Source: an optimization exercise on an open RTL-to-GDS flow (aim: small area, a short achievable clock period and few clock cycles). Production flows keep margins and buffers that such runs may drop.
Where RTL was checked, it was by simulation tests only, not by an equivalence proof against the original.
The RTL of runs 2 to 6 was laid out without a check of its function.
Power and IR drop assume default switching activity.

==> design.v <==
module rlec_chan_enc (
    input  wire        clk,
    input  wire        rst_n,
    input  wire        in_valid,
    output wire        in_ready,
    input  wire [31:0] in_data,
    input  wire        in_last,
    output reg         out_valid,
    input  wire        out_ready,
    output reg  [31:0] out_data,
    output reg  [1:0]  out_kind,
    output reg         out_last
);
    localparam NS = 15;                     
    localparam [1:0] O_IDLE = 2'd0, O_TAB = 2'd2, O_RUN = 2'd3;
    function [31:0] norm;
        input [31:0] v;
        norm = (v == 32'h80000000) ? 32'h0 : v;
    endfunction
    function [1:0] cmp31;
        input [30:0] a, b;
        reg [31:0] d, v;
        integer w, i;
        begin
            d = {1'b0, a ^ b};
            v = {1'b0, b};
            for (w = 1; w < 32; w = w * 2)
                for (i = 0; i < 32; i = i + 2 * w) begin
                    v[i] = d[i + w] ? v[i + w] : v[i];
                    d[i] = d[i + w] | d[i];
                end
            cmp31 = {d[0] & v[0], ~d[0]};
        end
    endfunction
    function [1:0] kcmp;
        input [31:0] a, b;
        reg [1:0] m;
        begin
            m = cmp31(a[30:0], b[30:0]);
            case ({a[31], b[31]})
                2'b00: kcmp = {m[1], m[0]};
                2'b01: kcmp = 2'b00;
                2'b10: kcmp = 2'b10;
                default: kcmp = {~m[1] & ~m[0], m[0]};
            endcase
        end
    endfunction
    function [3:0] enc15;
        input [NS-1:0] oh;
        integer e;
        begin
            enc15 = 4'd0;
            for (e = 0; e < NS; e = e + 1)
                if (oh[e]) enc15 = enc15 | e[3:0];
        end
    endfunction
    function [1:0] fa;
        input a, b, c;
        fa = {(a & b) | (a & c) | (b & c), a ^ b ^ c};
    endfunction
    function [3:0] pop15;
        input [4:0] s, c;
        reg [1:0] x0, x1, x2, x3, x4, y0, y1, y2, y3, z0, z1, z2, t0;
        begin
            x0 = {c[0], s[0]};
            x1 = {c[1], s[1]};
            x2 = {c[2], s[2]};
            x3 = {c[3], s[3]};
            x4 = {c[4], s[4]};
            y0 = fa(x0[0], x1[0], x2[0]);      
            y1 = fa(x3[0], x4[0], 1'b0);
            y2 = fa(x0[1], x1[1], x2[1]);      
            y3 = fa(x3[1], x4[1], 1'b0);
            z0 = fa(y0[0], y1[0], 1'b0);       
            z1 = fa(y0[1], y1[1], y2[0]);      
            z2 = fa(y3[0], z0[1], 1'b0);       
            t0 = fa(z1[0], z2[0], 1'b0);
            pop15 = {1'b0, z0[0]} + {t0, 1'b0} +
                    {({1'b0, z1[1]} + {1'b0, z2[1]}) + ({1'b0, y2[1]} + {1'b0, y3[1]}), 2'b00};
        end
    endfunction
    reg [31:0]   val   [0:NS-1];    
    reg [NS-1:0] valid_l;           
    reg [NS-1:0] valid_o;           
    reg [3:0]    cnt   [0:NS-1];    
    reg [3:0]    rank_l[0:NS-1];    
    reg [3:0]    nd_l;              
    reg [4:0]    occ;               
    reg [31:0]   dc_l;
    reg [3:0]    run_sl [0:NS-1];   
    reg [3:0]    run_so [0:NS-1];   
    reg [NS-1:0] rconv;             
    reg [14:1]   rst_l;             
    reg [3:0]    lpos;              
    reg [14:0]   lposh;             
    reg [3:0]    ridx;              
    reg [3:0]    prevs;             
    reg          ir;
    reg          bfirst;            
    reg          vR, fR, lR;
    reg  [31:0]  xR;
    wire         in_fire = in_valid & ir;
    assign in_ready = ir;
    reg          l_has;             
    reg          l_done;            
    reg  [1:0]   ophase;
    wire         o_idle = (ophase == O_IDLE);
    reg          cv, cac, clast, cfa, afa;
    reg [NS-1:0] ceq, cns, clt;
    reg          chit;
    wire [NS-1:0] ch   = chit ? ceq : cns;
    wire [NS-1:0] dupm = chit ? cns : {NS{1'b0}};
    wire          calloc = cac & ~chit;                  
    wire [3:0]    cp     = {cpart[3:1], cpart[0] | ~chit};   
    reg [3:0]    cpart;             
    reg          dv, dac, dlast;
    reg [NS-1:0] dh, dinc;
    reg [4:0]    dps, dpc;          
    wire l_ready = l_done | (dv & dlast);
    wire can_load = ~out_valid | out_ready;
    wire hand    = l_has & l_ready & o_idle & can_load;
    wire cA      = vR & (~fR | ~l_has | hand);
    wire acA     = vR & ~fR;                  
    reg [NS-1:0] eq, lt, freev, ns;
    reg          hit;
    integer j;
    always @(*) begin
        for (j = 0; j < NS; j = j + 1) begin
            {lt[j], eq[j]} = kcmp(val[j], xR);
            eq[j] = eq[j] & valid_l[j] & ~dupm[j];
            freev[j] = ~valid_l[j] & ~valid_o[j];
        end
        hit = |eq;
        for (j = 0; j < NS; j = j + 1)         
            ns[j] = freev[j] & ~|(freev & ((15'd1 << j) - 15'd1));
    end
    wire [NS-1:0] cwr = (cv & cac) ? ch : {NS{1'b0}};
    reg  [3:0]    cnt_a;
    always @(*) begin
        cnt_a = 4'd0;
        for (j = 0; j < NS; j = j + 1)
            if (eq[j]) cnt_a = cnt_a | (cwr[j] ? cp + 4'd1 : cnt[j] + 4'd1);
    end
    wire          alloc = acA & ~hit;
    reg [NS-1:0] inc_c, ahead_c;
    always @(*) begin
        for (j = 0; j < NS; j = j + 1) begin
            inc_c[j]   = valid_l[j] & ~cns[j] & ~ceq[j] &
                         (((cnt[j] == cp) & ~clt[j]) | ((cnt[j] == cp - 4'd1) & clt[j]));
            ahead_c[j] = valid_l[j] & ~cns[j] & ~ceq[j] &
                         ((cnt[j] > cp) | ((cnt[j] == cp) & clt[j]));
        end
    end
    wire [3:0] cslot = enc15(ch);
    wire       same  = (cslot == prevs);
    wire [3:0] ridx_n = cfa ? 4'd0 : ridx + {3'd0, ~same};
    wire [3:0] lpos_n = cfa ? 4'd0 : lpos + 4'd1;
    wire [14:0] lposh_n = cfa ? 15'd1 : {lposh[13:0], 1'b0};
    wire [3:0] pc = pop15(dps, dpc);
    reg  [4:0] ps_c, pcy_c;
    always @(*) begin
        for (j = 0; j < 5; j = j + 1)
            {pcy_c[j], ps_c[j]} = fa(ahead_c[3*j], ahead_c[3*j+1], ahead_c[3*j+2]);
    end
    reg  [3:0] rank_n [0:NS-1];
    always @(*) begin
        for (j = 0; j < NS; j = j + 1) begin
            rank_n[j] = rank_l[j];
            if (dv & dac) begin
                if (dh[j])        rank_n[j] = pc;
                else if (dinc[j]) rank_n[j] = rank_l[j] + 4'd1;
            end
        end
    end
    reg [3:0]    nd_o, k, nac_o, rpos;
    reg [14:1]   rm;                           
    reg [NS-1:0] sel;
    reg [31:0]   tabv;
    wire [3:0]   code = run_so[0];
    wire [3:0]   tslot = enc15(sel);
    reg [3:0]    nxt;
    always @(*) begin
        tabv = 32'd0;
        for (j = 0; j < NS; j = j + 1) begin
            sel[j] = valid_o[j] & (rank_l[j] == k);
            if (sel[j]) tabv = tabv | val[j];
        end
        nxt = nac_o;
        for (j = 14; j >= 1; j = j - 1)
            if (rm[j]) nxt = j[3:0];
    end
    reg  [14:1] rm_low;                        
    always @(*)
        for (j = 1; j <= 14; j = j + 1)
            rm_low[j] = rm[j] & ~|(rm & ((14'd1 << (j - 1)) - 14'd1));
    wire [3:0]  rlen   = nxt - rpos;
    wire        rlast  = ~|rm;
    wire        o_load = ~hand & can_load & ~o_idle;
    wire        oload = hand | o_load;
    reg  [34:0] onext;
    always @(*) begin
        if (hand)
            onext = {2'd0, nd_l == 4'd0, dc_l};
        else case (ophase)
            O_TAB:   onext = {2'd1, 1'b0, tabv};
            default: onext = {2'd2, rlast, 12'd0, code, 12'd0, rlen};
        endcase
    end
    wire       vR_n     = in_fire | (vR & ~cA);
    wire       fR_n     = in_fire ? bfirst : fR;
    wire       bfirst_n = in_fire ? in_last : bfirst;
    wire       l_has_n  = (l_has & ~hand) | (cA & fR);
    wire       l_done_n = (l_done | (dv & dlast)) & ~hand;
    wire       l_rdy_n  = l_done_n | (cv & clast);
    wire       o_idle_n = o_idle & ~hand;
    wire       hand_n   = l_has_n & l_rdy_n & o_idle_n & can_load;
    wire       commit_n = ~fR_n | ~l_has_n | hand_n;
    wire [4:0] occ_b    = occ + {4'd0, cv & calloc} + {4'd0, acA} + {4'd0, vR_n & ~fR_n};
    wire       ir_n     = (~vR_n | commit_n) & (bfirst_n | (occ_b <= 5'd14));
    wire [4:0] ofree    = (ophase == O_TAB && o_load) ? 5'd1 : 5'd0;
    always @(posedge clk) begin
        if (!rst_n) begin
            ir <= 1'b0; bfirst <= 1'b1; vR <= 1'b0;
            l_has <= 1'b0; l_done <= 1'b0;
            cv <= 1'b0; dv <= 1'b0;
            valid_l <= {NS{1'b0}}; valid_o <= {NS{1'b0}};
            nd_l <= 4'd0; occ <= 5'd0;
            ophase <= O_IDLE;
            out_valid <= 1'b0;
            {out_kind, out_last, out_data} <= 35'd0;
            xR <= 32'd0;
        end else begin
            {out_kind, out_last, out_data} <= {out_kind, out_last, out_data} ^
                ({35{oload}} & (onext ^ {out_kind, out_last, out_data}));
            xR <= xR ^ ({32{in_fire}} & (norm(in_data) ^ xR));
            ir <= ir_n;
            bfirst <= bfirst_n;
            vR <= vR_n;
            l_has  <= l_has_n;
            l_done <= l_done_n;
            cv <= cA;
            dv <= cv;
            if (hand) begin
                valid_l <= {NS{1'b0}};
                nd_l <= 4'd0;
            end else begin
                valid_l <= (valid_l | (acA ? ns : {NS{1'b0}})) & ~dupm;
                if (cv & calloc) nd_l <= nd_l + 4'd1;
            end
            occ <= occ + {4'd0, cv & calloc} - ofree;
            if (out_valid & out_ready) out_valid <= 1'b0;
            if (hand) begin
                valid_o <= valid_l;
                out_valid <= 1'b1;
                ophase    <= (nd_l == 4'd0) ? O_IDLE : O_TAB;
            end else if (o_load) begin
                out_valid <= 1'b1;
                case (ophase)
                    O_TAB: begin
                        valid_o <= valid_o & ~sel;
                        if (k + 4'd1 == nd_o) ophase <= O_RUN;
                    end
                    default: if (rlast) ophase <= O_IDLE;
                endcase
            end
        end
    end
    integer q;
    always @(posedge clk) begin
        if (in_fire) begin
            fR <= bfirst;
            lR <= in_last;
        end
        if (cA & fR) dc_l <= xR;
        for (j = 0; j < NS; j = j + 1) begin
            if (acA & ns[j]) val[j] <= xR;
            if (cwr[j]) cnt[j] <= cp;
        end
        if (cA) afa <= fR;             
        cac    <= acA;
        clast  <= lR;
        cfa    <= afa;
        ceq    <= eq;
        cns    <= ns;
        chit   <= acA & hit;
        cpart  <= cnt_a;
        clt    <= lt;
        dac    <= cac;
        dlast  <= clast;
        dh     <= ch;
        dinc   <= inc_c;
        dps    <= ps_c;
        dpc    <= pcy_c;
        if (cv & cac) begin
            prevs <= cslot;
            ridx  <= ridx_n;
            lpos  <= lpos_n;
            lposh <= lposh_n;
            run_sl[cfa ? 4'd0 : ridx + 4'd1] <= cslot;
            rst_l <= cfa ? 14'd0 : rst_l | (lposh_n[14:1] & {14{~same}});
        end
        for (j = 0; j < NS; j = j + 1) rank_l[j] <= rank_n[j];
        if (hand) begin
            for (j = 0; j < NS; j = j + 1) begin
                run_so[j] <= run_sl[j];
            end
            nd_o   <= nd_l;
            nac_o  <= lpos + 4'd1;
            rm     <= rst_l;
            rpos   <= 4'd0;
            k      <= 4'd0;
            rconv  <= {NS{1'b0}};
        end else if (o_load) begin
            case (ophase)
                O_TAB: begin
                    k        <= k + 4'd1;
                    for (j = 0; j < NS; j = j + 1)
                        if (~rconv[j] & (run_so[j] == tslot)) begin
                            run_so[j] <= k;
                            rconv[j]  <= 1'b1;
                        end
                end
                O_RUN: begin
                    for (q = 0; q < NS - 1; q = q + 1) run_so[q] <= run_so[q+1];
                    rm   <= rm & ~rm_low;
                    rpos <= nxt;
                end
                default: ;
            endcase
        end
    end
endmodule
==> flow/run.sh <==
#!/bin/bash
# The standard layout, with ORFS's timing repair aimed at 6.8 ns of setup
# slack instead of 0 (the clock period and constraints are unchanged).
set -euo pipefail
bash standard.sh synth > synth.log 2>&1
SETUP_SLACK_MARGIN=6.8 bash standard.sh > layout.log 2>&1
==> standard.sh <==
#!/bin/bash
# synth_recipe.tcl (not shown) runs the flow's synth.tcl, then flattens the netlist and writes it again
# the make line also repeats each setting of config.mk as NAME=value (left out here)
make -C /OpenROAD-flow-scripts/flow DESIGN_CONFIG=/design/flow/config.mk WORK_HOME=/design/flow/orfs CLKGATE_MAP_FILE= SYNTH_SCRIPT=/design/flow/synth_recipe.tcl "${@:-finish}"
==> config.mk <==
export PLATFORM = sky130hd
export DESIGN_NAME = rlec_chan_enc
export DESIGN_NICKNAME = rlec_chan_enc
export VERILOG_FILES = /design/flow/design.v
export SDC_FILE = /design/flow/constraint.sdc
export NUM_CORES = 4
export LEC_CHECK = 0
export CAP_MARGIN = 20
export CORE_MARGIN = 2
export CORE_UTILIZATION = 60
export SLEW_MARGIN = 20
==> constraint.sdc <==
create_clock -name core_clock -period 10.0 [get_ports {clk}]
set_input_delay 2.0000 -clock core_clock [delete_from_list [all_inputs] [get_ports {clk}]]
set_output_delay 2.0000 -clock core_clock [all_outputs]
set_load 0.01 [all_outputs]
==> metrics.yaml, run 1 <==
status:
  status: "finished clean"
critical_path:
  crit_path_start_kind: "flip-flop"
  crit_type: "reg -> out"
  cp_max_fo: 2
  slowest_delay_ns: 0.42
  cp.arrival_ns: 1.29
  crit_required_ns: 8.00
  crit_buf_inv: 1
  end_kind: "output pin"
  critPathSlowestCell: "dfxtp_4"
  path_delay_family: "flip-flops"
  path_cells: "buf_6"
placement:
  place.gp.congestion: 0.979
  port_buffers: 73
  dp_hpwl_um: 127000
synthesis:
  synth_area_um2: 56100
  synth_cell_types: 93
  async_flop_share: 0
  ys_warn_count: 6
  ys_ff_latch: 1051
  syn_inst: 5082
  ys_seq_area_frac: 0.521
  synth_edf_count: 816
  syn_area_per_cell_um2: 11.0
  synth_flop_cell: "edfxtp_1"
  syn_nets: 5244
final_layout:
  nNetsFinal: 5359
  fin_util: 0.701
  drive_gt1_frac: 0.155
  area_delta_synth_final_pct: 16.3
  fillers: 6856
die:
  std_cell_rows: 112
  initial_core_util: 0.603
  io_pins: 74
  core_area_um2: 93000
  die-area_um2: 96000
  die_y_um: 310
  die_width_um: 310
min_path:
  hold_path.class: "reg -> reg"
clocking:
  h-tree-depth: 3
  clkSinkCount: 1051
  clock-root-buffer: "clkbuf_16"
  clockBufferDepth: 3
  cts_tree: "done"
  clk_latency_ns: 0.74
  clk_pin_slew_ns: 0.07
  numCtsBuffers: 112
timing:
  setup_viol: 0
  clock.fmax_ghz: 0.304
  worst_pin_slew_ns: 1.16
  tns_ns: 0
  rsz0062_at_grt: "true"
  hold_viol_final: 0
  period_share: 0.329
  min_period_ns: 3.29
  slew_headroom: 0.224
  skew_ns: 0.0387
  final-max-slew-violation-count: 0
drt:
  drt_iter0_markers: 6401
  vias_per_cell: 6.75
  ant_nets: 0
  drt-total-wl_um: 201000
  drc: 0
  vias: 44200
  routedWlPerCell_um: 30.7
  dr.pass1.iters: 7
grt:
  grt_max_degree: 65
  grt_antenna_before_repair: 1
  globalRouteOverflowTotal: 0
  grt_pass1_vias: 41700
  grt_pass1_wl_um: 284000
  track_usage: 0.410
power:
  powerDensity_nw_per_um2: 148
  ir_drop_v: 0.000161
  leakage_nw: 23.5
run:
  cap_violations: 0
==> layout by cell type (no fill, tap or decap), drive strengths merged, types with 36 or more instances in the layout <==
cell type,count
a21oi,317
a221oi,51
a22o,52
a22oi,181
buf,247
clkbuf,164
clkinv,45
dfxtp,235
edfxtp,816
ha,114
inv,166
maj3,230
mux2i,51
nand2,355
nand2b,82
nand3,154
nand4,105
nor2,275
nor2b,101
nor3,55
nor4,105
o21ai,166
o22ai,36
xnor2,307
xor2,390
==> path summary, 6_finish.rpt <==
path / to / start / depth (start not counted) / slack (ns)
max: out_data[31] / flip-flop / 1 / 6.71
min: cfa / afa / 0 / 0.35
max reg2reg: cpart[3] / flip-flop / 10 / 6.76
min reg2reg: cfa / afa / 0 / 0.35
==> flip-flops by register name, summed over array words and instances, names as in the netlist, 15 cells and up, named ones only <==
| name | cells |
|---|---|
| dh | 15 |
| cnt | 60 |
| valid_o | 15 |
| dc_l | 32 |
| rconv | 15 |
| clt | 15 |
| ceq | 15 |
| run_sl | 60 |
| dinc | 15 |
| valid_l | 15 |
| rank_l | 60 |
| cns | 15 |
| run_so | 60 |
| val | 480 |
==> logic make-up (layout without fill, tap and decap cells) <==
| kind of cell | Yosys count | in the layout | share of synthesized area |
|---|---|---|---|
| AO/OA/AOI/OAI | 1034 | 1034 | 0.122 |
| adder cells (fa/ha/maj) | 355 | 355 | 0.0707 |
| buffers and inverters | 482 | 693 | 0.0369 |
| other | 0 | 3 | 0 |
| AND/OR/NAND/NOR | 1377 | 1380 | 0.125 |
| flip-flops | 1051 | 1051 | 0.521 |
| XOR/XNOR | 697 | 697 | 0.109 |
| multiplexers | 86 | 86 | 0.0161 |
==> area by class of cell <==
class | instances | area (um^2) | area share
Antenna cell | 3 | 7.51 | 0.000115
Timing Repair Buffer | 301 | 3400 | 0.0522
Clock buffer | 153 | 3130 | 0.0480
Multi-Input combinational cell | 3552 | 26400 | 0.404
Tap cell | 1254 | 1570 | 0.0240
Timing Repair inverter | 1 | 8.76 | 0.000134
Sequential cell | 1051 | 29300 | 0.450
Inverter | 178 | 756 | 0.0116
Clock inverter | 60 | 688 | 0.0105
==> Yosys cell counts (all sizes together) (10+ instances only) <==
master,instances,area [um^2]
nor4,105,682
a221oi,51,465
nor3,55,280
nor2b,101,632
a22o,52,455
a21oi,317,1590
clkbuf,167,628
inv,172,646
nor2,274,1030
mux2,35,394
nand3,154,771
o221ai,12,111
edfxtp,816,24500
fa,11,220
o21a,30,225
a22oi,181,1360
nand2b,82,513
o2111ai,18,158
or3,12,75.1
xnor2,307,2690
nand4,105,657
and2,35,219
a211oi,23,173
nand4b,21,209
and3,22,138
o211ai,22,165
o21ai,166,831
maj3,230,2320
a21o,10,75.1
mux2i,51,510
a31oi,25,156
nand2,353,1330
ha,114,1430
dfxtp,235,4700
nand3b,12,90.1
o22ai,36,225
nor4b,12,111
xor2,390,3420
o2111a,13,146
buf,137,775
==> power breakdown <==
part           switching, mW  internal, mW  leakage (nW)
logic                  0.351         0.201          11.7
clock network           1.84          2.53          1.88
registers             0.0250          4.69          9.88
==> stage by stage <==
step                setup WS (ns)  power, mW  std cells  hold WS, ns  cell area (um^2)
floorplan                    5.54       5.11       5082        0.323             56700
global placement             4.58       5.27       6218        0.328             58300
detailed placement           4.56       5.28       6219        0.336             58300
CTS                          6.70       9.60       6500        0.356             64100
global route                 6.70       9.83       6550        0.359             65200
finish                       6.71       9.64       6553        0.353             65300
==> metal layers <==
metal | GRT usage | wire length (um) | up-vias | part of all wire
met1 | 0.544 | 75500 | 21600 | 0.38
met3 | 0.0963 | 23900 | 644 | 0.12
li1 | - | - | 19000 | -
met4 | 0.266 | 15500 | 2 | 0.077
met2 | 0.604 | 86500 | 2931 | 0.43
met5 | 0 | 15 | - | 0.000074
==> timing repair <==
action                     4_1_cts  5_1_grt
gates cloned                    13        8
hold buffers                     0        0
pin swaps                       20       26
buffers inserted                55       42
resized for setup              446      141
setup endpoints to repair      567      364
Testbench counts, summed over its fixed seeds: cycles 10,409.
==> run 2, diff against run 1 <==
--- a/design.v
+++ b/design.v
@@ -91,7 +91,6 @@
     reg [3:0]    run_so [0:NS-1];   
     reg [NS-1:0] rconv;             
-    reg [14:1]   rst_l;             
+    reg [13:0]   sh;                
     reg [3:0]    lpos;              
-    reg [14:0]   lposh;             
     reg [3:0]    ridx;              
     reg [3:0]    prevs;             
@@ -142,5 +141,4 @@
             if (eq[j]) cnt_a = cnt_a | (cwr[j] ? cp + 4'd1 : cnt[j] + 4'd1);
     end
-    wire          alloc = acA & ~hit;
     reg [NS-1:0] inc_c, ahead_c;
     always @(*) begin
@@ -156,5 +154,4 @@
     wire [3:0] ridx_n = cfa ? 4'd0 : ridx + {3'd0, ~same};
     wire [3:0] lpos_n = cfa ? 4'd0 : lpos + 4'd1;
-    wire [14:0] lposh_n = cfa ? 15'd1 : {lposh[13:0], 1'b0};
     wire [3:0] pc = pop15(dps, dpc);
     reg  [4:0] ps_c, pcy_c;
@@ -173,6 +170,7 @@
         end
     end
-    reg [3:0]    nd_o, k, nac_o, rpos;
-    reg [14:1]   rm;                           
+    reg [3:0]    nd_o, k;
+    reg [3:0]    cur;                          
+    reg [13:0]   rm;                           
     reg [NS-1:0] sel;
     reg [31:0]   tabv;
@@ -186,14 +184,14 @@
             if (sel[j]) tabv = tabv | val[j];
         end
-        nxt = nac_o;
-        for (j = 14; j >= 1; j = j - 1)
+        nxt = 4'd0;
+        for (j = 0; j < 14; j = j + 1)
             if (rm[j]) nxt = j[3:0];
     end
-    reg  [14:1] rm_low;                        
+    reg  [13:0] rm_hi;                         
     always @(*)
-        for (j = 1; j <= 14; j = j + 1)
-            rm_low[j] = rm[j] & ~|(rm & ((14'd1 << (j - 1)) - 14'd1));
-    wire [3:0]  rlen   = nxt - rpos;
+        for (j = 0; j < 14; j = j + 1)
+            rm_hi[j] = rm[j] & ~|(rm >> (j + 1));
     wire        rlast  = ~|rm;
+    wire [3:0]  rlen   = rlast ? cur + 4'd1 : cur - nxt;
     wire        o_load = ~hand & can_load & ~o_idle;
     wire        oload = hand | o_load;
@@ -221,5 +219,5 @@
     always @(posedge clk) begin
         if (!rst_n) begin
-            ir <= 1'b0; bfirst <= 1'b1; vR <= 1'b0;
+            ir <= 1'b1; bfirst <= 1'b1; vR <= 1'b0;
             l_has <= 1'b0; l_done <= 1'b0;
             cv <= 1'b0; dv <= 1'b0;
@@ -296,7 +294,6 @@
             ridx  <= ridx_n;
             lpos  <= lpos_n;
-            lposh <= lposh_n;
             run_sl[cfa ? 4'd0 : ridx + 4'd1] <= cslot;
-            rst_l <= cfa ? 14'd0 : rst_l | (lposh_n[14:1] & {14{~same}});
+            sh    <= cfa ? 14'd0 : {sh[12:0], ~same};
         end
         for (j = 0; j < NS; j = j + 1) rank_l[j] <= rank_n[j];
@@ -306,7 +303,6 @@
             end
             nd_o   <= nd_l;
-            nac_o  <= lpos + 4'd1;
-            rm     <= rst_l;
-            rpos   <= 4'd0;
+            rm     <= sh;
+            cur    <= lpos;
             k      <= 4'd0;
             rconv  <= {NS{1'b0}};
@@ -323,6 +319,6 @@
                 O_RUN: begin
                     for (q = 0; q < NS - 1; q = q + 1) run_so[q] <= run_so[q+1];
-                    rm   <= rm & ~rm_low;
-                    rpos <= nxt;
+                    rm   <= rm & ~rm_hi;
+                    cur  <= nxt;
                 end
                 default: ;
==> metrics.yaml, run 2 <==
synthesis:
  synth_flop_cell: "edfxtp_1"  # unchanged
  synth_area_um2: 55100  # was 56,100 um^2
  syn_area_per_cell_um2: 11.0  # about the same
  synthTopCellsByCount: "802 x edfxtp_1, 457 x xor2_1, 398 x nand2_1"  # was 816 x edfxtp_1, 390 x xor2_1, 353 x nand2_1
  syn_inst: 5005  # was 5,082
  async_flop_share: 0  # unchanged
  syn_nets: 5167  # was 5,244
  synth_top_area_share: 0.437  # about the same
  yosysMostFrequentCell: "edfxtp_1"  # unchanged
  ys_seq_area_frac: 0.521  # about the same
  yosysTopAreaCell: "edfxtp_1"  # unchanged
  synth_edf_count: 802  # was 816
  synth.area.top_cells: "edfxtp_1 44%, dfxtp_1 8.4%, xor2_1 7.3%"  # was edfxtp_1 44%, dfxtp_1 8.4%, xor2_1 6.1%
  synth_cell_types: 83  # was 93
  ys_warn_count: 6  # unchanged
  ys_ff_latch: 1033  # was 1,051
critical_path:
  cp_max_fo: 13  # was 2
  reg2reg_to: "cpart[3]"  # unchanged
  crit_required_ns: 10.64  # was 8.00 ns
  cp.arrival_ns: 4.01  # was 1.29 ns
  r2r_setup_slack_ns: 6.63  # was 6.76 ns
  crit_path_start_kind: "flip-flop"  # unchanged
  ff2ff_path_depth: 10  # unchanged
  end_kind: "flip-flop"  # was output pin
  crit_type: "reg -> reg"  # was reg -> out
timing:
  worst_pin_slew_ns: 1.16  # about the same
  setup_viol: 0  # unchanged
  hold_viol_final: 0  # unchanged
  slew_headroom: 0.224  # about the same
  clock.fmax_ghz: 0.297  # was 0.304 GHz
  rsz0062_at_grt: "true"  # unchanged
  skew_ns: 0.0337  # was 0.0387 ns
  min_period_ns: 3.37  # was 3.29 ns
  tns_ns: 0  # unchanged
  setup_slack_ns: 6.63  # was 6.71 ns
  period_share: 0.337  # was 0.329
  final-max-slew-violation-count: 0  # unchanged
placement:
  place.gp.congestion: 0.986  # was 0.979
  port_buffers: 73  # unchanged
  dp_hpwl_um: 123000  # was 127,000 um
  preCtsSetupSlack_ns: 4.48  # was 4.56 ns
  dp_cells: 6071  # was 6,219
drt:
  routedWlPerCell_um: 31.6  # was 30.7 um
  dr.pass1.iters: 8  # was 7
  vias_per_cell: 6.78  # was 6.75
  drt-total-wl_um: 205000  # was 201,000 um
  drc: 0  # unchanged
  drt_iter0_markers: 6973  # was 6,401
  ant_nets: 0  # unchanged
  vias: 44100  # was 44,200
final_layout:
  area_delta_synth_final_pct: 19.1  # was 16.3%
  nNetsFinal: 5374  # was 5,359
  fin_util: 0.718  # was 0.701
  largest_register_ff_count: 480  # unchanged
  drive_gt1_frac: 0.169  # was 0.155
  final_cell_count_no_fill: 6497  # was 6,553
  fillers: 6468  # was 6,856
  layout_common_cells: "802 x edfxtp_1, 430 x xor2_1, 395 x nand2_1, 254 x maj3_1, 248 x xnor2_1"  # was 816 x edfxtp_1, 389 x xor2_1, 332 x nand2_1, 303 x xnor2_1, 294 x a21oi_1
  final_common_cell: "edfxtp_1"  # unchanged
  top_register: "val"  # unchanged
clocking:
  clockBufferDepth: 3  # unchanged
  clkSinkCount: 1033  # was 1,051
  clk_latency_ns: 0.73  # was 0.74 ns
  numCtsBuffers: 108  # was 112
  cts_tree: "done"  # unchanged
  clock-root-buffer: "clkbuf_16"  # unchanged
  clk_pin_slew_ns: 0.06  # was 0.07 ns
  h-tree-depth: 3  # unchanged
grt:
  grt_max_degree: 70  # was 65
  grt_pass1_vias: 41100  # was 41,700
  globalRouteOverflowTotal: 0  # unchanged
  track_usage: 0.418  # was 0.410
  grt_pass1_wl_um: 286000  # was 284,000 um
  grt_antenna_before_repair: 9  # was 1
die:
  die_y_um: 307  # was 310 um
  die_width_um: 307  # was 310 um
  die-area_um2: 94300  # was 96,000 um^2
  initial_core_util: 0.603  # about the same
  core_area_um2: 91400  # was 93,000 um^2
  std_cell_rows: 111  # was 112
  io_pins: 74  # unchanged
status:
  status: "finished clean"  # unchanged
power:
  comb_power_share: 0.087  # was 0.057
  leakage_nw: 23.5  # about the same
  power.net_switching_mw: 2.37  # was 2.21 mW
  clockPowerShare: 0.435  # was 0.453
  power_frac_seq: 0.478  # was 0.489
  powerDensity_nw_per_um2: 150  # was 148 nW/um^2
  internal-power_mw: 7.46  # was 7.43 mW
  ir_drop_v: 0.000166  # was 0.000161 V
  power_mw: 9.82  # was 9.64 mW
  swShare: 0.241  # was 0.230
min_path:
  hold_path.class: "reg -> reg"  # unchanged
  holdPathEnd: "clast"  # was cfa
  hold_start: "lR"  # was afa
  hold-path-cell-count: 0  # unchanged
run:
  cap_violations: 0  # unchanged
run 2: cell count changes after synthesis, moves of 57 or more:
cell     change
xor2_1      +67
o21ai_0     +71
nor2_1      -74
xnor2_1     -57
a31oi_1     +68
a21oi_1    -159
run 2: routing by layer:
metal	vias to the layer above	part of all wire	track usage	wire length (um)
li1	18900	-	-	-
met1	21500	0.37	0.543	75100
met2	2976	0.43	0.626	88800
met3	690	0.12	0.105	25600
met4	8	0.077	0.270	15700
met5	-	0.00025	0	52
run 2: through the flow:
step,hold slack (ns),instance area [um^2]
finish,0.348,65700
global route,0.363,65600
CTS,0.351,64200
detailed placement,0.337,57300
global placement,0.330,57200
floorplan,0.323,55400
run 2: cells by family after synthesis:
kind of cell             share of synthesized area
XOR/XNOR                                     0.112
AND/OR/NAND/NOR                              0.124
multiplexers                                0.0143
flip-flops                                   0.521
AO/OA/AOI/OAI                                0.116
adder cells (fa/ha/maj)                     0.0768
buffers and inverters                       0.0357
run 2: cell type report:
cell class              count  area [um^2]  share of cell area
diodes                      3         7.51            0.000114
clock buffers             139         2940              0.0448
clock inverters            67          805              0.0123
inverters                 183          783              0.0119
multi-input cells        3484        26200               0.400
flip-flops and latches   1033        28900               0.440
well taps                1186         1480              0.0226
repair buffers            401         4500              0.0685
repair inverters            1         11.3            0.000172
run 2: worst max path at each step:
stage                   start            end  cells after the start
CTS                 flip-flop    out_data[4]                      1
finish              flip-flop       cpart[3]                     10
global placement    out_ready   run_so[8][3]                      7
global route           rm[12]      flip-flop                     13
floorplan                  fR      val[1][0]                      3
detailed placement  out_ready  run_so[13][1]                      7
run 2: worst max-delay path, stage by stage (launching register included):
cell       delay [ns]
dfxtp_2          0.41
buf_12           0.17
buf_4            0.17
xnor2_1          0.13
nand4_1          0.36
or4_1            0.73
nor2_1           0.19
nand3_1          0.46
o22ai_1          0.43
a2111oi_0        0.11
nand3_1          0.11
run 2: power groups by stage:
stage               Clock (mW)  Combinational, mW  Sequential [mW]
finish                    4.28              0.855             4.69
CTS                       4.29              0.780             4.69
floorplan                    0              0.420             4.79
detailed placement           0              0.662             4.78
global route              4.45              0.890             4.69
global placement             0              0.655             4.78
run 2: what timing repair did:
item / in CTS / in global routing
hold buffers: 0 / 0
gates resized for setup: 603 / 145
pin swaps: 31 / 62
gates cloned: 21 / 11
buffers inserted: 110 / 75
endpoints found under the setup margin: 611 / 383
==> run 3, diff against run 2 <==
--- a/design.v
+++ b/design.v
@@ -85,5 +85,4 @@
     reg [3:0]    cnt   [0:NS-1];    
     reg [3:0]    rank_l[0:NS-1];    
-    reg [3:0]    nd_l;              
     reg [4:0]    occ;               
     reg [31:0]   dc_l;
@@ -118,4 +117,5 @@
     wire l_ready = l_done | (dv & dlast);
     wire can_load = ~out_valid | out_ready;
+    wire l_none   = ~|valid_l;       
     wire hand    = l_has & l_ready & o_idle & can_load;
     wire cA      = vR & (~fR | ~l_has | hand);
@@ -170,5 +170,5 @@
         end
     end
-    reg [3:0]    nd_o, k;
+    reg [3:0]    k;
     reg [3:0]    cur;                          
     reg [13:0]   rm;                           
@@ -199,5 +199,5 @@
     always @(*) begin
         if (hand)
-            onext = {2'd0, nd_l == 4'd0, dc_l};
+            onext = {2'd0, l_none, dc_l};
         else case (ophase)
             O_TAB:   onext = {2'd1, 1'b0, tabv};
@@ -223,5 +223,5 @@
             cv <= 1'b0; dv <= 1'b0;
             valid_l <= {NS{1'b0}}; valid_o <= {NS{1'b0}};
-            nd_l <= 4'd0; occ <= 5'd0;
+            occ <= 5'd0;
             ophase <= O_IDLE;
             out_valid <= 1'b0;
@@ -241,8 +241,6 @@
             if (hand) begin
                 valid_l <= {NS{1'b0}};
-                nd_l <= 4'd0;
             end else begin
                 valid_l <= (valid_l | (acA ? ns : {NS{1'b0}})) & ~dupm;
-                if (cv & calloc) nd_l <= nd_l + 4'd1;
             end
             occ <= occ + {4'd0, cv & calloc} - ofree;
@@ -251,5 +249,5 @@
                 valid_o <= valid_l;
                 out_valid <= 1'b1;
-                ophase    <= (nd_l == 4'd0) ? O_IDLE : O_TAB;
+                ophase    <= l_none ? O_IDLE : O_TAB;
             end else if (o_load) begin
                 out_valid <= 1'b1;
@@ -257,5 +255,5 @@
                     O_TAB: begin
                         valid_o <= valid_o & ~sel;
-                        if (k + 4'd1 == nd_o) ophase <= O_RUN;
+                        if (~|(valid_o & ~sel)) ophase <= O_RUN;    
                     end
                     default: if (rlast) ophase <= O_IDLE;
@@ -302,5 +300,4 @@
                 run_so[j] <= run_sl[j];
             end
-            nd_o   <= nd_l;
             rm     <= sh;
             cur    <= lpos;
==> metrics.yaml, run 3 <==
grt:
  grt_pass1_vias: 40600  # was 41,100
  grt_pass1_wl_um: 278000  # was 286,000 um
  grt_antenna_before_repair: 8  # was 9
  track_usage: 0.404  # was 0.418
  grt_max_degree: 117  # was 70
  globalRouteOverflowTotal: 0  # unchanged
power:
  powerDensity_nw_per_um2: 143  # was 150 nW/um^2
  ir_drop_v: 0.000153  # was 0.000166 V
  leakage_nw: 22.2  # was 23.5 nW
drt:
  drt_iter0_markers: 6710  # was 6,973
  drt-total-wl_um: 196000  # was 205,000 um
  ant_nets: 0  # unchanged
  dr.pass1.iters: 10  # was 8
  vias: 43200  # was 44,100
  wl_met3_um: 23100  # was 25,600 um
  vias_per_cell: 6.79  # was 6.78
  drc: 0  # unchanged
  wl_met1_um: 74200  # was 75,100 um
  routedWlPerCell_um: 30.8  # was 31.6 um
  maxUsedRoutingLayer: "met5"  # unchanged
  wl_met2_um: 85200  # was 88,800 um
die:
  die_y_um: 306  # was 307 um
  std_cell_rows: 110  # was 111
  die_width_um: 306  # was 307 um
  io_pins: 74  # unchanged
  die-area_um2: 93900  # was 94,300 um^2
  core_area_um2: 90300  # was 91,400 um^2
  initial_core_util: 0.608  # was 0.603
critical_path:
  crit_type: "reg -> reg"  # unchanged
  r2r_setup_slack_ns: 6.67  # was 6.63 ns
  ff2ff_path_depth: 15  # was 10
  end_kind: "flip-flop"  # unchanged
  r2r_start: "k[0]"
  cp.arrival_ns: 3.96  # was 4.01 ns
  critPathMostFrequentCell: "buf_6"  # was nand3_1
  critPathSlowestCell: "or4_4"  # was or4_1
  cp_max_fo: 8  # was 13
  path_cells: "buf_6 -> buf_16 -> xor2_4 -> nor4_4 -> and2_4 -> buf_12 -> or4_1 -> or4_4 -> buf_12 -> xnor2_4 -> nand4_1 -> buf_4 -> buf_6 -> buf_6 -> o21ai_2"  # was buf_12 -> buf_4 -> xnor2_1 -> nand4_1 -> or4_1 -> nor2_1 -> nand3_1 -> o22ai_1 -> a2111oi_0 -> nand3_1
  reg2reg_to: "rconv[8]"  # was cpart[3]
  slowest_delay_ns: 0.50  # was 0.73 ns
  crit_required_ns: 10.63  # was 10.64 ns
  crit_path_start_kind: "flip-flop"  # unchanged
run:
  cap_violations: 0  # unchanged
final_layout:
  largest_register_ff_count: 480  # unchanged
  final_common_cell: "edfxtp_1"  # unchanged
  layout_common_cells: "798 x edfxtp_1, 430 x xor2_1, 345 x nand2_1, 255 x maj3_1, 225 x xnor2_1"  # was 802 x edfxtp_1, 430 x xor2_1, 395 x nand2_1, 254 x maj3_1, 248 x xnor2_1
  drive_gt1_frac: 0.170  # was 0.169
  area_delta_synth_final_pct: 18.2  # was 19.1%
  nNetsFinal: 5244  # was 5,374
  top_register: "val"  # unchanged
placement:
  place.gp.congestion: 0.934  # was 0.986
  dp_hpwl_um: 120000  # was 123,000 um
  port_buffers: 73  # unchanged
  preCtsSetupSlack_ns: 5.22  # was 4.48 ns
synthesis:
  syn_inst: 4892  # was 5,005
  syn_nets: 5052  # was 5,167
  yosysTopAreaCell: "edfxtp_1"  # unchanged
  synth_flop_cell: "edfxtp_1"  # unchanged
  ys_seq_area_frac: 0.519  # was 0.521
  synth_area_um2: 54900  # was 55,100 um^2
  syn_area_per_cell_um2: 11.2  # was 11.0 um^2
  ys_warn_count: 6  # unchanged
  synth.area.top_cells: "edfxtp_1 44%, dfxtp_1 8.3%, xor2_1 7.2%"  # was edfxtp_1 44%, dfxtp_1 8.4%, xor2_1 7.3%
  async_flop_share: 0  # unchanged
  yosysMostFrequentCell: "edfxtp_1"  # unchanged
  synth_cell_types: 81  # was 83
  synthTopCellsByCount: "798 x edfxtp_1, 453 x xor2_1, 352 x nand2_1"  # was 802 x edfxtp_1, 457 x xor2_1, 398 x nand2_1
  synth_edf_count: 798  # was 802
  synth_top_area_share: 0.437  # about the same
  ys_ff_latch: 1025  # was 1,033
clocking:
  h-tree-depth: 3  # unchanged
  clk_latency_ns: 0.71  # was 0.73 ns
  clock-root-buffer: "clkbuf_16"  # unchanged
  numCtsBuffers: 110  # was 108
  cts_hold_buf: 0  # unchanged
  cts_tree: "done"  # unchanged
  clk_pin_slew_ns: 0.06  # about the same
  clockBufferDepth: 3  # unchanged
  clkSinkCount: 1025  # was 1,033
timing:
  skew_ns: 0.0241  # was 0.0337 ns
  tns_ns: 0  # unchanged
  hold-worst-slack_ns: 0.350  # was 0.348 ns
  hold_viol_final: 0  # unchanged
  rsz0062_at_grt: "true"  # unchanged
  slew_headroom: 0.275  # was 0.224
  clock.fmax_ghz: 0.300  # was 0.297 GHz
  min_period_ns: 3.33  # was 3.37 ns
  setup_viol: 0  # unchanged
  period_share: 0.333  # was 0.337
  final-max-slew-violation-count: 0  # unchanged
  setup_slack_ns: 6.67  # was 6.63 ns
  worst_pin_slew_ns: 1.08  # was 1.16 ns
min_path:
  hold-path-cell-count: 0  # unchanged
  hold_start: "lR"  # unchanged
  hold_path.class: "reg -> reg"  # unchanged
  holdPathEnd: "clast"  # unchanged
status:
  status: "finished clean"  # unchanged
-- run 3: changes by cell type after synthesis, moves of 15 or more --
cell	before	now
a21boi_0	7	61
inv_1	165	144
nand2_1	398	352
nor3_1	53	37
nand2b_1	69	84
nand4_1	93	108
nand3_1	176	105
a31oi_1	93	5
a22oi_1	159	182
a22o_1	31	47
xnor2_1	250	235
nor2b_1	96	117
-- run 3: logic make-up after synthesis --
group / Yosys count / synth area share
AOI/OAI and AO/OA: 978 / 0.121
xor gates and xnor gates: 698 / 0.113
adders and majority gates: 378 / 0.0761
buffers and inverters: 454 / 0.0340
DFF: 1025 / 0.519
muxes: 79 / 0.0152
and+or+nand+nor: 1280 / 0.121
-- run 3: power breakdown --
group / internal [mW] / switching (mW) / total, mW
registers: 4.61 / 0.0360 / 4.64
logic: 0.213 / 0.356 / 0.569
clock network: 2.35 / 1.73 / 4.09
total: 7.17 / 2.13 / 9.30
-- run 3: metrics by stage --
stage / instance area [um^2] / cells / total power, mW / utilization
after floorplan: 55400 / 4892 / 5.03 / -
after global placement: 57000 / 5953 / 5.18 / 0.631
after detailed placement: 57000 / 5953 / 5.19 / 0.632
after CTS: 63300 / 6289 / 9.26 / 0.701
after global routing: 64800 / 6356 / 9.50 / 0.718
final: 64900 / 6357 / 9.30 / 0.718
-- run 3: worst max-delay path by stage --
stage              endpoint  slack, ns        from
3_5_place_dp       dc_l[28]       5.22   out_ready
4_1_cts        run_so[0][1]       6.69        k[0]
6_report           rconv[8]       6.67        k[0]
3_3_place_gp       dc_l[28]       5.23   out_ready
2_1_floorplan    val[13][0]       5.96  valid_l[1]
5_1_grt            rconv[8]       6.60        k[0]
-- run 3: what timing repair did --
action	CTS	global route
setup buffers	111	60
pin swaps	55	34
resized for setup	497	157
endpoints found under the setup margin	570	309
gates cloned	17	7
-- run 3: routing by layer --
metal | GRT usage | up-vias
met2 | 0.603 | 2850
li1 | - | 18500
met5 | 0 | -
met1 | 0.547 | 21200
met4 | 0.232 | 8
met3 | 0.0872 | 583
-- run 3: critical path: cells and delay by family, from the launching register on --
family	cells	cell delay, ns
and+or+nand+nor	5	1.44
DFF	1	0.36
xor gates and xnor gates	2	0.32
buffers and inverters	7	1.02
AOI/OAI and AO/OA	1	0.11
-- run 3: cell type report --
| type | count | area [um^2] |
|---|---|---|
| Antenna cell | 1 | 2.50 |
| Timing Repair Buffer | 379 | 4110 |
| Tap cell | 1176 | 1470 |
| Sequential cell | 1025 | 28600 |
| Multi-Input combinational cell | 3418 | 26400 |
| Clock buffer | 162 | 3180 |
| Clock inverter | 46 | 399 |
| Fill cell | 6285 | 25400 |
| Inverter | 150 | 622 |
==> run 4, diff against run 3 <==
--- a/config.mk
+++ b/config.mk
@@ -8,4 +8,4 @@
 export CAP_MARGIN = 20
 export CORE_MARGIN = 2
-export CORE_UTILIZATION = 60
+export CORE_UTILIZATION = 50
 export SLEW_MARGIN = 20
==> metrics.yaml, run 4 <==
power:
  powerDensity_nw_per_um2: 147  # was 143 nW/um^2
  leakage_nw: 22.2  # about the same
  swShare: 0.235  # was 0.229
  power.net_switching_mw: 2.25  # was 2.13 mW
  internal-power_mw: 7.33  # was 7.17 mW
  ir_drop_v: 0.000138  # was 0.000153 V
  clockPowerShare: 0.454  # was 0.440
  power_mw: 9.58  # was 9.30 mW
  comb_power_share: 0.061  # about the same
  power_frac_seq: 0.484  # was 0.499
synthesis:
  synth.area.top_cells: "edfxtp_1 44%, dfxtp_1 8.3%, xor2_1 7.2%"  # unchanged
  synth_fa_ha_area_frac: 0.0761  # unchanged
  ys_ff_latch: 1025  # unchanged
  yosys.area_share.simple: 0.121  # unchanged
  syn_inst: 4892  # unchanged
  yosysMostFrequentCell: "edfxtp_1"  # unchanged
  synth-compound-area-share: 0.121  # unchanged
  syn_nets: 5052  # unchanged
  ys_warn_count: 6  # unchanged
  synth_top_area_share: 0.437  # unchanged
  synth_flop_cell: "edfxtp_1"  # unchanged
  syn_area_per_cell_um2: 11.2  # unchanged
  synth_area_um2: 54900  # unchanged
  synth_xor_area_frac: 0.113  # unchanged
  synth_cell_types: 81  # unchanged
  yosysTopAreaCell: "edfxtp_1"  # unchanged
  muxShareOfSynthArea: 0.0152  # unchanged
  ys_seq_area_frac: 0.519  # unchanged
  synthTopCellsByCount: "798 x edfxtp_1, 453 x xor2_1, 352 x nand2_1"  # unchanged
  synth_top_family_by_area: "compound AO/OA/AOI/OAI gates"  # unchanged
  synth_edf_count: 798  # unchanged
  async_flop_share: 0  # unchanged
final_layout:
  final_cell_count_no_fill: 6606  # was 6,357
  top_register: "val"  # unchanged
  layout_common_cells: "798 x edfxtp_1, 430 x xor2_1, 344 x nand2_1, 255 x maj3_1, 229 x xnor2_1"  # was 798 x edfxtp_1, 430 x xor2_1, 345 x nand2_1, 255 x maj3_1, 225 x xnor2_1
  drive_gt1_frac: 0.176  # was 0.170
  final_common_cell: "edfxtp_1"  # unchanged
  fillers: 8914  # was 6,285
  nNetsFinal: 5249  # was 5,244
  area_delta_synth_final_pct: 18.9  # was 18.2%
  largest_register_ff_count: 480  # unchanged
critical_path:
  path_cells: "buf_12 -> buf_4 -> xor2_1 -> nor4_2 -> and2_1 -> a2111oi_0 -> o211ai_1 -> o211ai_1 -> buf_4 -> o21bai_1 -> a22o_1"  # was buf_6 -> buf_16 -> xor2_4 -> nor4_4 -> and2_4 -> buf_12 -> or4_1 -> or4_4 -> buf_12 -> xnor2_4 -> nand4_1 -> buf_4 -> buf_6 -> buf_6 -> o21ai_2
  ff2ff_path_depth: 11  # was 15
  slowest_delay_ns: 0.88  # was 0.50 ns
  end_kind: "flip-flop"  # unchanged
  crit_required_ns: 10.58  # was 10.63 ns
  crit_buf_inv: 3  # was 7
  critPathSlowestCell: "a2111oi_0"  # was or4_4
  r2r_setup_slack_ns: 6.67  # about the same
  reg2reg_to: "clt[8]"  # was rconv[8]
  path_delay_family: "compound AO/OA/AOI/OAI gates"  # was simple AND/OR/NAND/NOR gates
  cp.arrival_ns: 3.91  # was 3.96 ns
  cp_max_fo: 9  # was 8
  crit_path_start_kind: "flip-flop"  # unchanged
  endpoint: "clt[8]"  # was rconv[8]
  crit_cells: 11  # was 15
  crit_type: "reg -> reg"  # unchanged
drt:
  drc: 0  # unchanged
  ant_nets: 0  # unchanged
  drt_iter0_markers: 5729  # was 6,710
  dr.pass1.iters: 7  # was 10
  drt-total-wl_um: 202000  # was 196,000 um
  routedWlPerCell_um: 30.6  # was 30.8 um
  vias: 42800  # was 43,200
  vias_per_cell: 6.48  # was 6.79
die:
  die-area_um2: 112000  # was 93,900 um^2
  io_pins: 74  # unchanged
  std_cell_rows: 121  # was 110
  die_width_um: 335  # was 306 um
  core_area_um2: 109000  # was 90,300 um^2
  die_y_um: 335  # was 306 um
  initial_core_util: 0.504  # was 0.608
min_path:
  hold-path-cell-count: 0  # unchanged
  hold_path.class: "reg -> reg"  # unchanged
placement:
  dp_cells: 6201  # was 5,953
  place.gp.congestion: 0.912  # was 0.934
  port_buffers: 73  # unchanged
  dp_hpwl_um: 124000  # was 120,000 um
grt:
  grt_max_degree: 81  # was 117
  grt_pass1_wl_um: 284000  # was 278,000 um
  track_usage: 0.347  # was 0.404
  grt_antenna_before_repair: 5  # was 8
  globalRouteOverflowTotal: 0  # unchanged
  grt_pass1_vias: 40300  # was 40,600
timing:
  slew_headroom: 0.0591  # was 0.275
  final-max-slew-violation-count: 0  # unchanged
  rsz0062_at_grt: "true"  # unchanged
  hold_viol_final: 0  # unchanged
  min_period_ns: 3.33  # about the same
  worst_pin_slew_ns: 1.40  # was 1.08 ns
  clock.fmax_ghz: 0.300  # about the same
  skew_ns: 0.0484  # was 0.0241 ns
  setup_viol: 0  # unchanged
  tns_ns: 0  # unchanged
  hold-worst-slack_ns: 0.357  # was 0.350 ns
  period_share: 0.333  # about the same
clocking:
  clockBufferDepth: 3  # unchanged
  clock-root-buffer: "clkbuf_16"  # unchanged
  clk_pin_slew_ns: 0.06  # about the same
  h-tree-depth: 3  # unchanged
  cts_hold_buf: 0  # unchanged
  clkSinkCount: 1025  # unchanged
  cts_tree: "done"  # unchanged
  numCtsBuffers: 113  # was 110
  clk_latency_ns: 0.74  # was 0.71 ns
status:
  status: "finished clean"  # unchanged
run:
  cap_violations: 0  # unchanged
run 4: cell counts after synthesis:
Identical to the previous run, type by type.
run 4: power by group through the flow:
| stage | clock network [mW] | registers, mW | logic (mW) |
|---|---|---|---|
| final | 4.35 | 4.64 | 0.586 |
| after global routing | 4.54 | 4.64 | 0.613 |
| after CTS | 4.38 | 4.64 | 0.543 |
| after detailed placement | 0 | 4.73 | 0.470 |
| after global placement | 0 | 4.73 | 0.465 |
| after floorplan | 0 | 4.73 | 0.299 |
run 4: final cells by class:
type / count / area [um^2] / area share
Sequential cell: 1025 / 28600 / 0.439
Multi-Input combinational cell: 3421 / 26200 / 0.402
Timing Repair Buffer: 378 / 4120 / 0.0631
Clock buffer: 139 / 3080 / 0.0472
Tap cell: 1414 / 1770 / 0.0271
Clock inverter: 77 / 773 / 0.0119
Inverter: 150 / 638 / 0.00978
Antenna cell: 2 / 5.00 / 0.0000767
run 4: cell families (layout without fill, tap and decap cells):
| family | count (synthesis) | count (layout) |
|---|---|---|
| adders and majority gates | 378 | 378 |
| xor gates and xnor gates | 698 | 698 |
| and+or+nand+nor | 1280 | 1288 |
| AOI/OAI and AO/OA | 978 | 978 |
| buffers and inverters | 454 | 744 |
| muxes | 79 | 79 |
| DFF | 1025 | 1025 |
| other | 0 | 2 |
run 4: worst min-delay path by stage:
stage	end	from	slack [ns]
after floorplan	cfa	afa	0.32
after global placement	clast	lR	0.33
after detailed placement	dac	cac	0.34
after CTS	dlast	clast	0.36
after global routing	dlast	clast	0.37
final	dlast	clast	0.36
run 4: what timing repair did:
action | 4_1_cts | 5_1_grt
buffers inserted | 109 | 51
resized for setup | 520 | 128
gates cloned | 17 | 10
endpoints found under the setup margin | 536 | 305
hold endpoints to repair | 0 | 0
pin swaps | 50 | 34
run 4: layer usage:
layer	track usage	part of all wire	vias up
met1	0.471	0.40	21200
li1	-	-	18500
met4	0.186	0.063	2
met2	0.526	0.44	2569
met5	0	0.000074	-
met3	0.0690	0.10	546
run 4: metrics by stage:
stage,setup WS (ns),util,cell area (um^2)
6_report,6.67,0.599,65300
5_1_grt,6.71,0.599,65200
4_1_cts,6.69,0.589,64100
3_5_place_dp,4.87,0.528,57400
3_3_place_gp,4.95,0.527,57400
2_1_floorplan,5.96,-,55400
==> run 5, diff against run 4 <==
--- a/config.mk
+++ b/config.mk
@@ -8,4 +8,4 @@
 export CAP_MARGIN = 20
 export CORE_MARGIN = 2
-export CORE_UTILIZATION = 50
+export CORE_UTILIZATION = 70
 export SLEW_MARGIN = 20
==> metrics.yaml, run 5 <==
synthesis:
  synth_area_um2: 54900  # unchanged
  synth_xor_area_frac: 0.113  # unchanged
  yosys.area_share.simple: 0.121  # unchanged
  synth_top_area_share: 0.437  # unchanged
  yosysMostFrequentCell: "edfxtp_1"  # unchanged
  synth.area.top_cells: "edfxtp_1 44%, dfxtp_1 8.3%, xor2_1 7.2%"  # unchanged
  ys_ff_latch: 1025  # unchanged
  synth_flop_cell: "edfxtp_1"  # unchanged
  muxShareOfSynthArea: 0.0152  # unchanged
  async_flop_share: 0  # unchanged
  synth-compound-area-share: 0.121  # unchanged
  ys_seq_area_frac: 0.519  # unchanged
  synth_top_family_by_area: "compound AO/OA/AOI/OAI gates"  # unchanged
  ys_warn_count: 6  # unchanged
  syn_nets: 5052  # unchanged
  synth_fa_ha_area_frac: 0.0761  # unchanged
  syn_inst: 4892  # unchanged
  synth_edf_count: 798  # unchanged
  yosysTopAreaCell: "edfxtp_1"  # unchanged
  synth_cell_types: 81  # unchanged
  synthTopCellsByCount: "798 x edfxtp_1, 453 x xor2_1, 352 x nand2_1"  # unchanged
  syn_area_per_cell_um2: 11.2  # unchanged
placement:
  preCtsSetupSlack_ns: 4.65  # was 4.87 ns
  place.gp.congestion: 0.981  # was 0.912
  dp_cells: 5807  # was 6,201
  dpl-instance-area_um2: 56800  # was 57,400 um^2
  port_buffers: 73  # unchanged
  dp_hpwl_um: 117000  # was 124,000 um
drt:
  drt-total-wl_um: 202000  # about the same
  routedWlPerCell_um: 32.5  # was 30.6 um
  wl_met2_um: 86000  # was 88,500 um
  vias_per_cell: 7.30  # was 6.48
  drt_iter0_markers: 8509  # was 5,729
  ant_nets: 0  # unchanged
  drc: 0  # unchanged
  wl_met1_um: 66000  # was 80,600 um
  dr.pass1.iters: 10  # was 7
  vias: 45400  # was 42,800
  maxUsedRoutingLayer: "met5"  # unchanged
  wl_met3_um: 31100  # was 20,300 um
timing:
  period_share: 0.335  # was 0.333
  setup_viol: 0  # unchanged
  setup_slack_ns: 6.65  # was 6.67 ns
  tns_ns: 0  # unchanged
  hold_viol_final: 0  # unchanged
  worst_pin_slew_ns: 1.21  # was 1.40 ns
  min_period_ns: 3.35  # was 3.33 ns
  clock.fmax_ghz: 0.299  # was 0.300 GHz
  skew_ns: 0.0209  # was 0.0484 ns
  slew_headroom: 0.191  # was 0.0591
  final-max-slew-violation-count: 0  # unchanged
  rsz0062_at_grt: "true"  # unchanged
clocking:
  clk_pin_slew_ns: 0.07  # was 0.06 ns
  clkSinkCount: 1025  # unchanged
  numCtsBuffers: 106  # was 113
  cts_tree: "done"  # unchanged
  h-tree-depth: 3  # unchanged
  cts_hold_buf: 0  # unchanged
  clockBufferDepth: 3  # unchanged
  clock-root-buffer: "clkbuf_16"  # unchanged
  clk_latency_ns: 0.70  # was 0.74 ns
grt:
  globalRouteOverflowTotal: 0  # unchanged
  grt_antenna_before_repair: 16  # was 5
  track_usage: 0.477  # was 0.347
  grt_pass1_vias: 42700  # was 40,300
  grt_max_degree: 62  # was 81
  grt_pass1_wl_um: 282000  # was 284,000 um
critical_path:
  cp_max_fo: 17  # was 9
  path_cells: "o22ai_1 -> nor4_2 -> buf_4 -> o2111ai_2 -> nor3_1 -> nor3b_4 -> and2_4"  # was buf_12 -> buf_4 -> xor2_1 -> nor4_2 -> and2_1 -> a2111oi_0 -> o211ai_1 -> o211ai_1 -> buf_4 -> o21bai_1 -> a22o_1
  cp.arrival_ns: 3.67  # was 3.91 ns
  crit_buf_inv: 1  # was 3
  slowest_delay_ns: 0.75  # was 0.88 ns
  crit_required_ns: 10.32  # was 10.58 ns
  critPathSlowestCell: "dfxtp_1"  # was a2111oi_0
  reg2reg_to: "val[12][3]"  # was clt[8]
  r2r_start: "valid_o[4]"
  ff2ff_path_depth: 7  # was 11
  end_kind: "flip-flop"  # unchanged
  path_delay_family: "simple AND/OR/NAND/NOR gates"  # was compound AO/OA/AOI/OAI gates
  crit_path_start_kind: "flip-flop"  # unchanged
  r2r_setup_slack_ns: 6.65  # was 6.67 ns
  crit_type: "reg -> reg"  # unchanged
  crit_cells: 7  # was 11
final_layout:
  nNetsFinal: 5240  # was 5,249
  layout_common_cells: "798 x edfxtp_1, 418 x xor2_1, 344 x nand2_1, 254 x maj3_1, 228 x xnor2_1"  # was 798 x edfxtp_1, 430 x xor2_1, 344 x nand2_1, 255 x maj3_1, 229 x xnor2_1
  drive_gt1_frac: 0.169  # was 0.176
  final_cell_count_no_fill: 6228  # was 6,606
  postLayoutCellArea_um2: 64800  # was 65,300 um^2
  area_delta_synth_final_pct: 18.1  # was 18.9%
  final_common_cell: "edfxtp_1"  # unchanged
  largest_register_ff_count: 480  # unchanged
  top_register: "val"  # unchanged
die:
  core_area_um2: 77600  # was 109,000 um^2
  die-area_um2: 80600  # was 112,000 um^2
  std_cell_rows: 102  # was 121
  die_y_um: 284  # was 335 um
  io_pins: 74  # unchanged
  initial_core_util: 0.707  # was 0.504
  die_width_um: 284  # was 335 um
min_path:
  hold_start: "lR"  # was clast
  hold_path.class: "reg -> reg"  # unchanged
  hold-path-cell-count: 0  # unchanged
  holdPathEnd: "clast"  # was dlast
power:
  leakage_nw: 22.2  # about the same
  power_mw: 9.46  # was 9.58 mW
  ir_drop_v: 0.000169  # was 0.000138 V
  powerDensity_nw_per_um2: 146  # was 147 nW/um^2
run:
  cap_violations: 0  # unchanged
status:
  status: "finished clean"  # unchanged
run 5: cell counts after synthesis:
No cell type changed its count.
run 5: how the worst max path moves through the flow:
stage | startpoint | to
after floorplan | valid_l[1] | val[13][0]
after global placement | out_ready | run_so[14][2]
after detailed placement | out_ready | run_so[14][1]
after CTS | flip-flop | chit
after global routing | k[1] | run_so[3][1]
final | valid_o[4] | val[12][3]
run 5: timing repair:
item,CTS,global route
pin swaps,49,43
setup buffers,103,71
endpoints found under the setup margin,625,292
cloned,25,6
resized for setup,503,139
run 5: layer usage:
layer | vias to the layer above | GRT usage
li1 | 18500 | -
met1 | 21600 | 0.589
met2 | 4141 | 0.700
met3 | 1146 | 0.166
met4 | 14 | 0.337
met5 | - | 0.0119
run 5: power breakdown:
part	switching, mW	leakage (nW)	internal (mW)
logic	0.361	11.4	0.209
registers	0.0362	8.99	4.61
clock network	1.76	1.80	2.49
total	2.15	22.2	7.31
run 5: kinds of logic after synthesis:
kind of cell	count (synthesis)
AND/OR/NAND/NOR	1280
flip-flops	1025
AO/OA/AOI/OAI	978
XOR/XNOR	698
buffers and inverters	454
adder cells (fa/ha/maj)	378
multiplexers	79
run 5: worst reg2reg max path: stages, from the launching register on:
cell and delay [ns]:
dfxtp_1 0.75, o22ai_1 0.24, nor4_2 0.18, buf_4 0.17, o2111ai_2 0.22, nor3_1 0.33
nor3b_4 0.54, and2_4 0.55
run 5: layout make-up:
type / count / area (um^2)
clock buffer: 152 / 3020
multi-input combinational: 3422 / 26400
inverter: 150 / 629
timing repair inverter: 2 / 13.8
sequential: 1025 / 28600
timing repair buffer: 373 / 4070
fill: 4214 / 12800
antenna: 14 / 35.0
tap: 1040 / 1300
clock inverter: 50 / 681
run 5: metrics by stage:
stage | hold slack (ns) | util
after floorplan | 0.323 | -
after global placement | 0.327 | 0.731
after detailed placement | 0.331 | 0.732
after CTS | 0.345 | 0.816
after global routing | 0.340 | 0.835
final | 0.344 | 0.835
==> run 6, diff against run 5 <==
==> flow/run.sh (replaced) <==
#!/bin/bash
# The standard layout, with ORFS's timing repair aimed at 6.9 ns of setup
# slack instead of 0 (the clock period and constraints are unchanged).
set -euo pipefail
bash standard.sh synth > synth.log 2>&1
SETUP_SLACK_MARGIN=6.9 bash standard.sh > layout.log 2>&1
--- a/config.mk
+++ b/config.mk
@@ -8,4 +8,4 @@
 export CAP_MARGIN = 20
 export CORE_MARGIN = 2
-export CORE_UTILIZATION = 70
+export CORE_UTILIZATION = 60
 export SLEW_MARGIN = 20
==> metrics.yaml, run 6 <==
status:
  status: "finished clean"  # unchanged
placement:
  place.gp.congestion: 0.956  # was 0.981
  port_buffers: 73  # unchanged
  dpl-instance-area_um2: 57000  # was 56,800 um^2
  dp_hpwl_um: 124000  # was 117,000 um
grt:
  grt_pass1_vias: 42000  # was 42,700
  grt_max_degree: 83  # was 62
  globalRouteOverflowTotal: 0  # unchanged
  grt_pass1_wl_um: 291000  # was 282,000 um
  track_usage: 0.428  # was 0.477
  grt_antenna_before_repair: 14  # was 16
critical_path:
  crit_type: "reg -> reg"  # unchanged
  cp-startpoint: "k[1]"  # was valid_o[4]
  ff2ff_path_depth: 12  # was 7
  crit_path_start_kind: "flip-flop"  # unchanged
  end_kind: "flip-flop"  # unchanged
  slowest_delay_ns: 0.53  # was 0.75 ns
  cp_max_fo: 8  # was 17
  reg2reg_to: "run_so[3][0]"  # was val[12][3]
  path_cells: "buf_12 -> xor2_4 -> nor4_4 -> and2_4 -> buf_12 -> or4_4 -> or4_4 -> buf_4 -> buf_12 -> xnor2_2 -> nand4_1 -> a21oi_4"  # was o22ai_1 -> nor4_2 -> buf_4 -> o2111ai_2 -> nor3_1 -> nor3b_4 -> and2_4
  critPathMostFrequentCell: "buf_12"
  r2r_setup_slack_ns: 6.72  # was 6.65 ns
  r2r_start: "k[1]"  # was valid_o[4]
  critPathSlowestCell: "or4_4"  # was dfxtp_1
  cp.arrival_ns: 3.69  # was 3.67 ns
  crit_required_ns: 10.40  # was 10.32 ns
  endpoint: "run_so[3][0]"  # was val[12][3]
final_layout:
  largest_register_ff_count: 480  # unchanged
  drive_gt1_frac: 0.203  # was 0.169
  area_delta_synth_final_pct: 21.1  # was 18.1%
  layout_common_cells: "798 x edfxtp_1, 427 x xor2_1, 326 x nand2_1, 255 x buf_4, 244 x maj3_1"  # was 798 x edfxtp_1, 418 x xor2_1, 344 x nand2_1, 254 x maj3_1, 228 x xnor2_1
  top_register: "val"  # unchanged
  postLayoutCellArea_um2: 66500  # was 64,800 um^2
  nNetsFinal: 5331  # was 5,240
  final_common_cell: "edfxtp_1"  # unchanged
die:
  die_y_um: 306  # was 284 um
  std_cell_rows: 110  # was 102
  core_area_um2: 90300  # was 77,600 um^2
  die_width_um: 306  # was 284 um
  io_pins: 74  # unchanged
  initial_core_util: 0.608  # was 0.707
  die-area_um2: 93900  # was 80,600 um^2
clocking:
  clock-root-buffer: "clkbuf_16"  # unchanged
  h-tree-depth: 3  # unchanged
  cts_hold_buf: 0  # unchanged
  clk_pin_slew_ns: 0.06  # was 0.07 ns
  clk_latency_ns: 0.73  # was 0.70 ns
  clkSinkCount: 1025  # unchanged
  numCtsBuffers: 108  # was 106
  clockBufferDepth: 3  # unchanged
  cts_tree: "done"  # unchanged
power:
  leakage_nw: 22.9  # was 22.2 nW
  powerDensity_nw_per_um2: 140  # was 146 nW/um^2
  ir_drop_v: 0.000151  # was 0.000169 V
synthesis:
  yosysMostFrequentCell: "edfxtp_1"  # unchanged
  syn_nets: 5052  # unchanged
  synthTopCellsByCount: "798 x edfxtp_1, 453 x xor2_1, 352 x nand2_1"  # unchanged
  synth_top_area_share: 0.437  # unchanged
  ys_seq_area_frac: 0.519  # unchanged
  ys_ff_latch: 1025  # unchanged
  synth.area.top_cells: "edfxtp_1 44%, dfxtp_1 8.3%, xor2_1 7.2%"  # unchanged
  async_flop_share: 0  # unchanged
  synth_flop_cell: "edfxtp_1"  # unchanged
  synth_cell_types: 81  # unchanged
  synth_edf_count: 798  # unchanged
  syn_inst: 4892  # unchanged
  ys_warn_count: 6  # unchanged
  syn_area_per_cell_um2: 11.2  # unchanged
  synth_area_um2: 54900  # unchanged
  yosysTopAreaCell: "edfxtp_1"  # unchanged
drt:
  vias_per_cell: 6.92  # was 7.30
  ant_nets: 0  # unchanged
  routedWlPerCell_um: 32.5  # about the same
  drt_iter0_markers: 6807  # was 8,509
  vias: 44600  # was 45,400
  dr.pass1.iters: 9  # was 10
  drc: 0  # unchanged
  drt-total-wl_um: 209000  # was 202,000 um
timing:
  rsz0062_at_grt: "true"  # unchanged
  final-max-slew-violation-count: 0  # unchanged
  worst_pin_slew_ns: 1.33  # was 1.21 ns
  slew_headroom: 0.107  # was 0.191
  clock.fmax_ghz: 0.304  # was 0.299 GHz
  tns_ns: 0  # unchanged
  hold_viol_final: 0  # unchanged
  setup_viol: 0  # unchanged
  period_share: 0.328  # was 0.335
  skew_ns: 0.0357  # was 0.0209 ns
  min_period_ns: 3.28  # was 3.35 ns
run:
  cap_violations: 0  # unchanged
min_path:
  hold_path.class: "reg -> reg"  # unchanged
run 6: cell families (layout without fill, tap and decap cells):
| logic type | count (synthesis) | count (layout) | share of synthesized area |
|---|---|---|---|
| XOR/XNOR | 698 | 698 | 0.113 |
| adder cells (fa/ha/maj) | 378 | 378 | 0.0761 |
| AO/OA/AOI/OAI | 978 | 978 | 0.121 |
| buffers and inverters | 454 | 817 | 0.0340 |
| flip-flops | 1025 | 1025 | 0.519 |
| multiplexers | 79 | 79 | 0.0152 |
| AND/OR/NAND/NOR | 1280 | 1290 | 0.121 |
| other | 0 | 7 | 0 |
run 6: power breakdown:
group / internal, mW / switching, mW / total [mW]
combinational: 0.231 / 0.370 / 0.601
sequential: 4.60 / 0.0368 / 4.64
clock: 2.32 / 1.76 / 4.07
total: 7.15 / 2.16 / 9.32
run 6: worst min path at each step:
stage | slack [ns] | depth (start not counted) | endpoint | start
floorplan | 0.32 | 0 | cfa | afa
global placement | 0.33 | 0 | clast | lR
detailed placement | 0.33 | 0 | clast | lR
CTS | 0.35 | 0 | clast | lR
global route | 0.35 | 0 | clast | lR
finish | 0.35 | 0 | clast | lR
run 6: routing by layer:
layer / up-vias / track usage / share of wire
met5: - / 0 / 0.00073
met4: 15 / 0.289 / 0.085
met3: 860 / 0.104 / 0.12
met2: 3308 / 0.656 / 0.44
met1: 21700 / 0.541 / 0.35
li1: 18700 / - / -
run 6: per-stage QoR:
step / total power, mW / hold slack (ns) / utilization / std cells / setup slack [ns]
floorplan: 5.03 / 0.323 / - / 4892 / 5.96
global placement: 5.19 / 0.326 / 0.631 / 5946 / 5.04
detailed placement: 5.19 / 0.333 / 0.631 / 5948 / 5.00
CTS: 9.26 / 0.346 / 0.713 / 6328 / 6.71
global route: 9.51 / 0.353 / 0.736 / 6441 / 6.65
finish: 9.32 / 0.346 / 0.736 / 6448 / 6.72
run 6: cell type report:
| cell class | count | area, um^2 |
|---|---|---|
| repair inverters | 1 | 7.51 |
| clock inverters | 54 | 453 |
| fillers | 6299 | 23800 |
| clock buffers | 150 | 3100 |
| diodes | 7 | 17.5 |
| multi-input cells | 3423 | 26900 |
| well taps | 1176 | 1470 |
| flip-flops and latches | 1025 | 28700 |
| repair buffers | 462 | 5230 |
| inverters | 150 | 651 |
run 6: repair_timing:
action                                  4_1_cts  5_1_grt
resized for setup                           630      225
cloned                                       28       15
pin swaps                                    75       82
setup buffers                               148       97
endpoints found under the setup margin      626      412
run 6: critical path: cells and delay by family, from the launching register on:
kind                      cells  cell delay [ns]
AOI/OAI and AO/OA             1             0.27
xor gates and xnor gates      2             0.32
buffers and inverters         4             0.58
DFF                           1             0.37
and+or+nand+nor               5             1.42

## separate check: timing with driven ports
In the flow no input, the clock included, has a driving cell. The finished layouts below were timed again as built, in two steps.
Step 1: set_driving_cell puts a clkbuf_16 on clk and a buf_2 on each other input, an assumption about the parent block.
Step 2 times the ports against the registers' clock, not the clock port: input delays grow and output delays shrink by t, the midpoint of the rising clock arrivals with the driver on.
a / b / c = ideal / step 1 / step 2; a / b = the first two.
run | shift t [ns] | slack for setup (ns)
run 1 | 0.798 | 6.713 / 6.636 / 6.073
run 2 | 0.786 | 6.629 / 6.629 / 6.026
run 3 | 0.772 | 6.667 / 6.667 / 6.080
run 4 | 0.797 | 6.669 / 6.647 / 6.076
run 5 | 0.752 | 6.652 / 6.652 / 6.029
run 6 | 0.787 | 6.715 / 6.659 / 6.209
After both steps every run listed still meets setup and hold.
